This design comes from an exercise in tuning for small area, a short achievable clock period and few clock cycles on the open sky130 flow, not from production work.
Only simulation tests tie the RTL to the original design; equivalence was not proved.

===== flow/config.mk =====
export PLATFORM = sky130hd
export DESIGN_NAME = dsb1_pid
export DESIGN_NICKNAME = dsb1_pid
export VERILOG_FILES = /design/flow/design.v
export SDC_FILE = /design/flow/constraint.sdc
export NUM_CORES = 4
export LEC_CHECK = 0
export CAP_MARGIN = 20
export CORE_MARGIN = 2
export CORE_UTILIZATION = 40
export SLEW_MARGIN = 20

===== flow/constraint.sdc =====
create_clock -name core_clock -period 36.0 [get_ports {clk}]
set_input_delay 7.2000 -clock core_clock [delete_from_list [all_inputs] [get_ports {clk}]]
set_output_delay 7.2000 -clock core_clock [all_outputs]
set_load 0.01 [all_outputs]

===== flow/design.v =====
module dsb1_axis (
    input  wire               clk,
    input  wire               init,        
    input  wire               enc_add,     
    input  wire signed [15:0] enc_k,
    input  wire               tick,        
    input  wire               pos_clear,   
    input  wire signed [7:0]  target,
    input  wire signed [7:0]  bias,
    input  wire               ramp_en,
    output reg  signed [31:0] pos,
    output reg  signed [15:0] last_delta,
    output reg  signed [10:0] out
);
    localparam signed [31:0] ILIM      = 500;
    localparam signed [31:0] OLIM      = 1000;
    localparam signed [31:0] RAMP_STEP = 275;
    reg        [15:0] cnt;
    reg signed [11:0] ramp;
    reg signed [9:0]  integ;
    reg signed [17:0] prev_err;
    wire signed [15:0] d       = cnt;
    wire signed [15:0] d_div   = d / 16'sd4;
    wire signed [11:0] goal    = target * 12'sd10;
    wire signed [12:0] rdiff   = goal - ramp;
    wire        [12:0] rdist   = rdiff < 0 ? -rdiff : rdiff;
    reg  signed [11:0] ramp_n;
    always @(*) begin
        if (!ramp_en || rdist < RAMP_STEP)
            ramp_n = goal;
        else if (rdiff > 0)
            ramp_n = ramp + RAMP_STEP;
        else
            ramp_n = ramp - RAMP_STEP;
    end
    wire signed [11:0] ramp_nat = ramp_n / 12'sd10;
    wire signed [9:0]  sp      = ramp_nat + bias;
    wire signed [17:0] e       = sp - d;
    wire signed [18:0] isum    = integ + e;
    wire signed [9:0]  integ_n = isum > ILIM ? ILIM : (isum < -ILIM ? -ILIM : isum);
    wire signed [18:0] dv      = e - prev_err;
    wire signed [27:0] s       = 28'sd150 * e + 28'sd20 * integ_n + 28'sd50 * dv;
    wire signed [27:0] raw     = s / 28'sd100;
    wire signed [10:0] out_n   = raw > OLIM ? OLIM : (raw < -OLIM ? -OLIM : raw);
    always @(posedge clk) begin
        if (init) begin
            cnt        <= 16'd0;
            pos        <= 32'sd0;
            last_delta <= 16'sd0;
            ramp       <= 12'sd0;
            integ      <= 10'sd0;
            prev_err   <= 18'sd0;
            out        <= 11'sd0;
        end else begin
            if (enc_add)
                cnt <= cnt + enc_k;
            if (tick) begin
                cnt        <= 16'd0;
                last_delta <= d;
                pos        <= pos + d_div;
                ramp       <= ramp_n;
                integ      <= integ_n;
                prev_err   <= e;
                out        <= out_n;
            end else if (pos_clear) begin
                pos <= 32'sd0;
            end
        end
    end
endmodule
module dsb1_pid (
    input  wire         clk,
    input  wire         rst,         
    input  wire         ev_valid,
    input  wire [31:0]  ev_word,
    output wire         ev_ready,
    output reg          act_valid,
    output wire [10:0]  act_a,
    output wire [10:0]  act_b,
    output wire [10:0]  act_c,
    output wire [10:0]  act_d,
    output reg          tx_valid,
    output wire [335:0] tx_frame,    
    output reg          pos_valid,
    output reg  [1:0]   pos_axis,
    output reg  [31:0]  pos_value
);
    localparam [3:0] EV_INIT   = 4'h1;
    localparam [3:0] EV_TICK   = 4'h2;
    localparam [3:0] EV_TEL    = 4'h3;
    localparam [3:0] EV_RX     = 4'h4;
    localparam [3:0] EV_COMMIT = 4'h5;
    localparam [3:0] EV_TXDONE = 4'h6;
    localparam [3:0] EV_TXERR  = 4'h7;
    localparam [3:0] EV_POS    = 4'h8;
    localparam [3:0] EV_ENC    = 4'h9;
    localparam [1:0] AWAIT_HEADER = 2'd0;
    localparam [1:0] RECEIVING    = 2'd1;
    localparam [1:0] AWAIT_TAIL   = 2'd2;
    localparam [3:0] NONE         = 4'hF;
    localparam [7:0] HEADER = 8'h23;
    localparam [7:0] TAIL   = 8'h21;
    assign ev_ready = 1'b1;
    wire        fire = ev_valid & ev_ready;
    wire [3:0]  ev   = ev_word[31:28];
    wire [1:0]  ax   = ev_word[27:26];
    wire [15:0] data = ev_word[15:0];
    wire [7:0]  b    = data[7:0];
    wire init      = rst | (fire && ev == EV_INIT);
    wire do_tick   = fire && ev == EV_TICK;
    wire do_tel    = fire && ev == EV_TEL;
    wire do_rx     = fire && ev == EV_RX;
    wire do_commit = fire && ev == EV_COMMIT;
    wire do_txclr  = fire && (ev == EV_TXDONE || ev == EV_TXERR);
    wire do_pos    = fire && ev == EV_POS;
    wire do_enc    = fire && ev == EV_ENC;
    reg signed [7:0] target [0:3];
    reg signed [7:0] bias   [0:3];
    reg              ramp_en;
    reg [7:0] win0, win1;    
    wire      trigger = do_rx && win0 == 8'h21 && win1 == 8'h40 && b == 8'h21;
    wire signed [31:0] pos        [0:3];
    wire signed [15:0] last_delta [0:3];
    wire signed [10:0] out        [0:3];
    genvar gi;
    generate
        for (gi = 0; gi < 4; gi = gi + 1) begin : g_axis
            dsb1_axis u_axis (
                .clk        (clk),
                .init       (init),
                .enc_add    (do_enc && ax == gi),
                .enc_k      (data),
                .tick       (do_tick),
                .pos_clear  (trigger),
                .target     (target[gi]),
                .bias       (bias[gi]),
                .ramp_en    (ramp_en),
                .pos        (pos[gi]),
                .last_delta (last_delta[gi]),
                .out        (out[gi])
            );
        end
    endgenerate
    assign act_a = out[0];
    assign act_b = out[1];
    assign act_c = out[2];
    assign act_d = out[3];
    reg [1:0] dec_state;
    reg [3:0] pl_cnt;
    reg [7:0] pl [0:8];
    reg [3:0] commit_idx;
    integer k;
    always @(posedge clk) begin
        if (init) begin
            dec_state  <= AWAIT_HEADER;
            pl_cnt     <= 4'd0;
            commit_idx <= NONE;
            win0       <= 8'h00;
            win1       <= 8'h00;
            ramp_en    <= 1'b0;
            for (k = 0; k < 9; k = k + 1)
                pl[k] <= 8'h00;
            for (k = 0; k < 4; k = k + 1) begin
                target[k] <= 8'sd0;
                bias[k]   <= 8'sd0;
            end
        end else begin
            if (do_rx) begin
                if (trigger) begin
                    win0 <= 8'h00;
                    win1 <= 8'h00;
                end else begin
                    win0 <= win1;
                    win1 <= b;
                end
                case (dec_state)
                    RECEIVING: begin
                        pl[pl_cnt] <= b;
                        pl_cnt     <= pl_cnt + 4'd1;
                        if (pl_cnt == 4'd8)
                            dec_state <= AWAIT_TAIL;
                    end
                    AWAIT_TAIL: begin
                        if (b == TAIL)
                            commit_idx <= 4'd0;
                        dec_state <= AWAIT_HEADER;
                        pl_cnt    <= 4'd0;
                    end
                    default: begin
                        if (b == HEADER) begin
                            dec_state <= RECEIVING;
                            pl_cnt    <= 4'd0;
                        end
                    end
                endcase
            end
            if (do_commit) begin
                if (commit_idx <= 4'd3)
                    target[commit_idx[1:0]] <= pl[commit_idx];
                else if (commit_idx == 4'd4)
                    ramp_en <= pl[4][0];
                else if (commit_idx <= 4'd8)
                    bias[commit_idx - 4'd5] <= pl[commit_idx];
                commit_idx <= (commit_idx == 4'd8) ? NONE : commit_idx + 4'd1;
            end
        end
    end
    reg         busy;
    reg [335:0] txbuf;
    assign tx_frame = txbuf;
    wire [335:0] frame;
    assign frame[7:0]     = HEADER;
    assign frame[335:328] = TAIL;
    generate
        for (gi = 0; gi < 4; gi = gi + 1) begin : g_frame
            assign frame[8 + 16*gi +: 16]  = {{8{target[gi][7]}}, target[gi]};
            assign frame[72 + 32*gi +: 32] = pos[gi];
            assign frame[200 + 32*gi +: 32] = {{16{last_delta[gi][15]}}, last_delta[gi]};
        end
    endgenerate
    always @(posedge clk) begin
        if (init) begin
            busy  <= 1'b0;
            txbuf <= 336'd0;
        end else if (do_tel && !busy) begin
            txbuf <= frame;
            if (data[0])
                busy <= 1'b1;
        end else if (do_txclr) begin
            busy <= 1'b0;
        end
    end
    always @(posedge clk) begin
        if (rst) begin
            act_valid <= 1'b0;
            tx_valid  <= 1'b0;
            pos_valid <= 1'b0;
            pos_axis  <= 2'd0;
            pos_value <= 32'd0;
        end else begin
            act_valid <= do_tick;
            tx_valid  <= do_tel && !busy && data[0];
            pos_valid <= do_pos;
            if (do_pos) begin
                pos_axis  <= ax;
                pos_value <= pos[ax];
            end
        end
    end
endmodule

===== flow/run.sh =====
#!/bin/bash
# synth_recipe.tcl (not shown) runs the flow's synth.tcl, then flattens the netlist and writes it again
# the make line also repeats each setting of config.mk as NAME=value (left out here)
make -C /OpenROAD-flow-scripts/flow DESIGN_CONFIG=/design/flow/config.mk WORK_HOME=/design/flow/orfs CLKGATE_MAP_FILE= SYNTH_SCRIPT=/design/flow/synth_recipe.tcl finish

==> results.txt <==
-- critical path: cells and delay by family (launching register included) --
kind                       cells  cell delay, ns
and+or+nand+nor               37            7.92
AOI/OAI and AO/OA             83           16.24
xor gates and xnor gates      10            1.60
DFF                            1            0.47
muxes                          5            0.97
adders and majority gates     14            4.41
buffers and inverters         18            2.84
-- logic make-up after synthesis --
kind of cell,share of synthesized area
simple gates,0.178
compound gates,0.254
fa+ha+maj,0.197
buf+inv,0.0584
xor+xnor,0.0984
flops,0.185
mux,0.0288
other cells,0.0000668
-- stage by stage --
stage | hold slack, ns | setup WS (ns) | utilization | setup TNS, ns
3_3_place_gp | 0.435 | 0.0442 | 0.461 | 0
6_report | 0.414 | 1.48 | 0.492 | 0
2_1_floorplan | 0.429 | 0.180 | - | 0
5_1_grt | 0.441 | -0.398 | 0.492 | -9.27
4_1_cts | 0.425 | 0.0469 | 0.475 | 0
3_5_place_dp | 0.438 | -0.0842 | 0.461 | -0.235
-- state kept, by name, summed over array words and instances (netlist names), 4 cells and up, named ones only --
signal                    count
win1                          8
g_axis.u_axis.pos           128
g_axis.u_axis.integ          40
pl_cnt                        4
g_axis.u_axis.cnt            64
g_axis.u_axis.last_delta     64
g_axis.u_axis.prev_err       68
win0                          8
commit_idx                    4
tx_frame                    225
pos_value                    32
pl                          128
target                       32
g_axis.u_axis.out            44
g_axis.u_axis.ramp           48
bias                         32
-- cell usage in the layout, fill, tap and decap left out, types with 47 or more instances in the layout --
cell type and count:
a211o_1 51, a211oi_1 159, a21o_1 488, a21oi_1 1366
a21oi_2 93, a31oi_1 129, and2_1 158, and3_1 93
buf_4 1486, clkbuf_16 110, clkdlybuf4s50_1 427, dfxtp_1 749
edfxtp_1 192, fa_1 281, ha_1 1280, inv_1 928
mux2i_1 99, mux4_2 66, nand2_1 1598, nand2b_1 119
nand3_1 364, nand4_1 77, nor2_1 945, nor2b_1 107
nor3_1 266, nor4_1 59, o211ai_1 104, o21a_1 89
o21ai_0 443, o21ai_1 110, o21bai_1 289, o31ai_1 65
or3_1 75, xnor2_1 710, xnor2_2 47, xor2_1 442
-- worst min-delay path by stage --
stage	start	endpoint	slack (ns)	depth (start not counted)
2_1_floorplan	g_axis[0].u_axis.integ[0]$_SDFFE_PP0P_	g_axis[0].u_axis.integ[0]$_SDFFE_PP0P_	0.43	2
3_3_place_gp	g_axis[3].u_axis.out[4]$_SDFFE_PP0P_	g_axis[3].u_axis.out[4]$_SDFFE_PP0P_	0.44	1
3_5_place_dp	g_axis[0].u_axis.out[10]$_SDFFE_PP0P_	g_axis[0].u_axis.out[10]$_SDFFE_PP0P_	0.44	2
4_1_cts	g_axis[3].u_axis.last_delta[5]$_SDFFE_PP0P_	tx_frame[301]$_SDFFE_PP0P_	0.42	2
5_1_grt	g_axis[3].u_axis.last_delta[5]$_SDFFE_PP0P_	tx_frame[301]$_SDFFE_PP0P_	0.44	2
6_report	g_axis[3].u_axis.last_delta[5]$_SDFFE_PP0P_	tx_frame[301]$_SDFFE_PP0P_	0.41	2
-- repair_timing --
item	in CTS	in global routing
pin swaps	0	195
cloned	0	4
setup buffers	0	144
hold buffers	0	0
setup endpoints to repair	10	44
resized for setup	3	762
-- layer usage --
| metal | routed length [µm] | vias up |
|---|---|---|
| met1 | 163000 | 50793 |
| met2 | 157000 | 2284 |
| met5 | 12 | - |
| li1 | - | 53578 |
| met4 | 7450 | 2 |
| met3 | 18600 | 334 |
-- synthesized netlist by cell type, drive strengths merged (209+ instances only) --
cell,n,area [µm²]
a211oi,209,1690
dfxtp,750,15000
nor2,986,3720
fa,284,5690
buf,251,1670
nand3,374,1880
o21ai,588,3000
nor3,312,1640
xnor2,762,6740
nand2,1620,6090
xor2,487,4300
a21oi,1471,7450
o21bai,296,2240
ha,1294,16200
a21o,492,3700
clkbuf,348,1340
inv,937,3520
-- area by class of cell --
class,count,area (µm²)
antenna,4,10.0
clock buffer,148,3080
sequential,942,20800
tap,3724,4660
inverter,938,3520
timing repair buffer,1937,15700
multi-input combinational,11636,89100
clock inverter,55,853
fill,27234,142000
==> results.txt <==
pin count of the biggest net entering global routing: 98
Worst Setup Start Kind: flip-flop
Synth warnings: 2
Least-Margin Pin Slew: 1.24 ns
kind of critical path: reg2reg
GR peak layer: met2
grt met3 use: 0.0241
Die X: 534 µm
FP Rows: 194
Vias/cell: 5.52
worst-path cell with the longest stage delay: fa_2
vias in the first global route: 98526
initial core utilization: 0.402
Remaining DRCs: 0
Setup-failing EPs final: 0
I/O Pins: 453
Post-DP Area: 0.129 mm²
ys flop type: dfxtp_1
max-slew violations: 0
vias: 106991
TritonCTS Sinks: 942
drt first pass iters: 6
Reg2Reg Depth: 167
Distinct cells, synth: 178
Worst Setup SP: target[2][1]$_SDFFCE_PN0P_
antenna violations before repair: 7
worst r2r dst: g_axis[2].u_axis.out[2]$_SDFFE_PP0P_
global-route wire length before repair: 539 mm
Syn Inst Count: 14108
Fin Clk Skew: 0.107 ns
Final Cycle Share: 0.959
Syn-to-layout area delta: 22.4%
clock tree from TritonCTS: done
root buffer cell: clkbuf_16
final wirelength: 346 mm
CP Max Fanout: 10
flops & latches, synth: 942
Critical Path End: g_axis[2].u_axis.out[2]$_SDFFE_PP0P_
achievable frequency: 29.0 MHz
Total GRT Usage: 0.229
Period minus WS final: 34.52 ns
Placer Congestion: 0.910
worst path arrival time: 35.18 ns
fin area: 0.138 mm²
Setup crit end kind: flip-flop
placed cells: 19029
worst relative slew slack: 0.165
max incr delay on CP: 0.60 ns
total gr overflow: 0
met2 usage: 0.370
reg2reg start: target[2][1]$_SDFFCE_PN0P_
sequential share of the synthesized area: 0.185
core area: 0.280 mm²
Die Y: 534 µm
syn_area_per_cell: 7.97 µm²
H-tree Lvls: 3
status: complete, no violations
M1 GR Usage: 0.326
MaxCap Viol Count: 0
Worst R2R Setup Slack: 1.48 ns
area of the mapped netlist: 0.112 mm²
clock tree buffer depth: 3
Cell Count, Final, Fillers Out: 19384
share of cells above drive strength 1: 0.173
post-DP HPWL: 268 mm
CTS clock-pin slew for the worst setup and hold paths: 0.06 ns
antenna-violating nets left: 0
Final nets: 17175
Die ar.: 0.285 mm²
EDFF count, synth: 192
IO buf count: 430
Fin. Hold Viols: 0
critical path required time: 36.66 ns
Crit path top cell by count: a21o_1
Wirelength per Cell: 17.8 µm
Hold Crit Class: reg2reg
Num CTS Buffers: 107
RSZ-0062 raised after global routing: yes
Clk Latency, worst-skew pair: 0.80 ns
1st-iter DRT viols: 7207
ys async rst share: 0
Testbench counts, summed over its fixed seeds: cycles 16,012.

static timing again, ports no longer ideal:
The flow's constraints put no driver on any port. The routed layout listed below was extracted and timed again, unchanged, in two steps.
Step 1 (the two cells are an assumption about what drives the block):
set clk [get_ports {clk}]
set_driving_cell -lib_cell sky130_fd_sc_hd__clkbuf_16 $clk
set_driving_cell -lib_cell sky130_fd_sc_hd__buf_2 [delete_from_list [all_inputs] $clk]
Step 2 also shifts input and output timing later by t, the mid clock arrival at the registers, as if the neighbouring blocks saw the same clock.
a / b / c = ideal / step 1 / step 2; a / b = the first two.
t (ns): 0.849
setup WS [ns]: 1.480 / 1.480 / 1.480
worst hold slack (ns): 0.414 / 0.414 / 0.414
clock arrival spread, ns: 0.109 / 0.109
slew at the worst register clock pin (ns): 0.09 / 0.09
After both steps setup and hold are still met in this run. For this run, drivers alone change the setup slack by 0.000 ns; drivers and shift together by 0.000 ns.
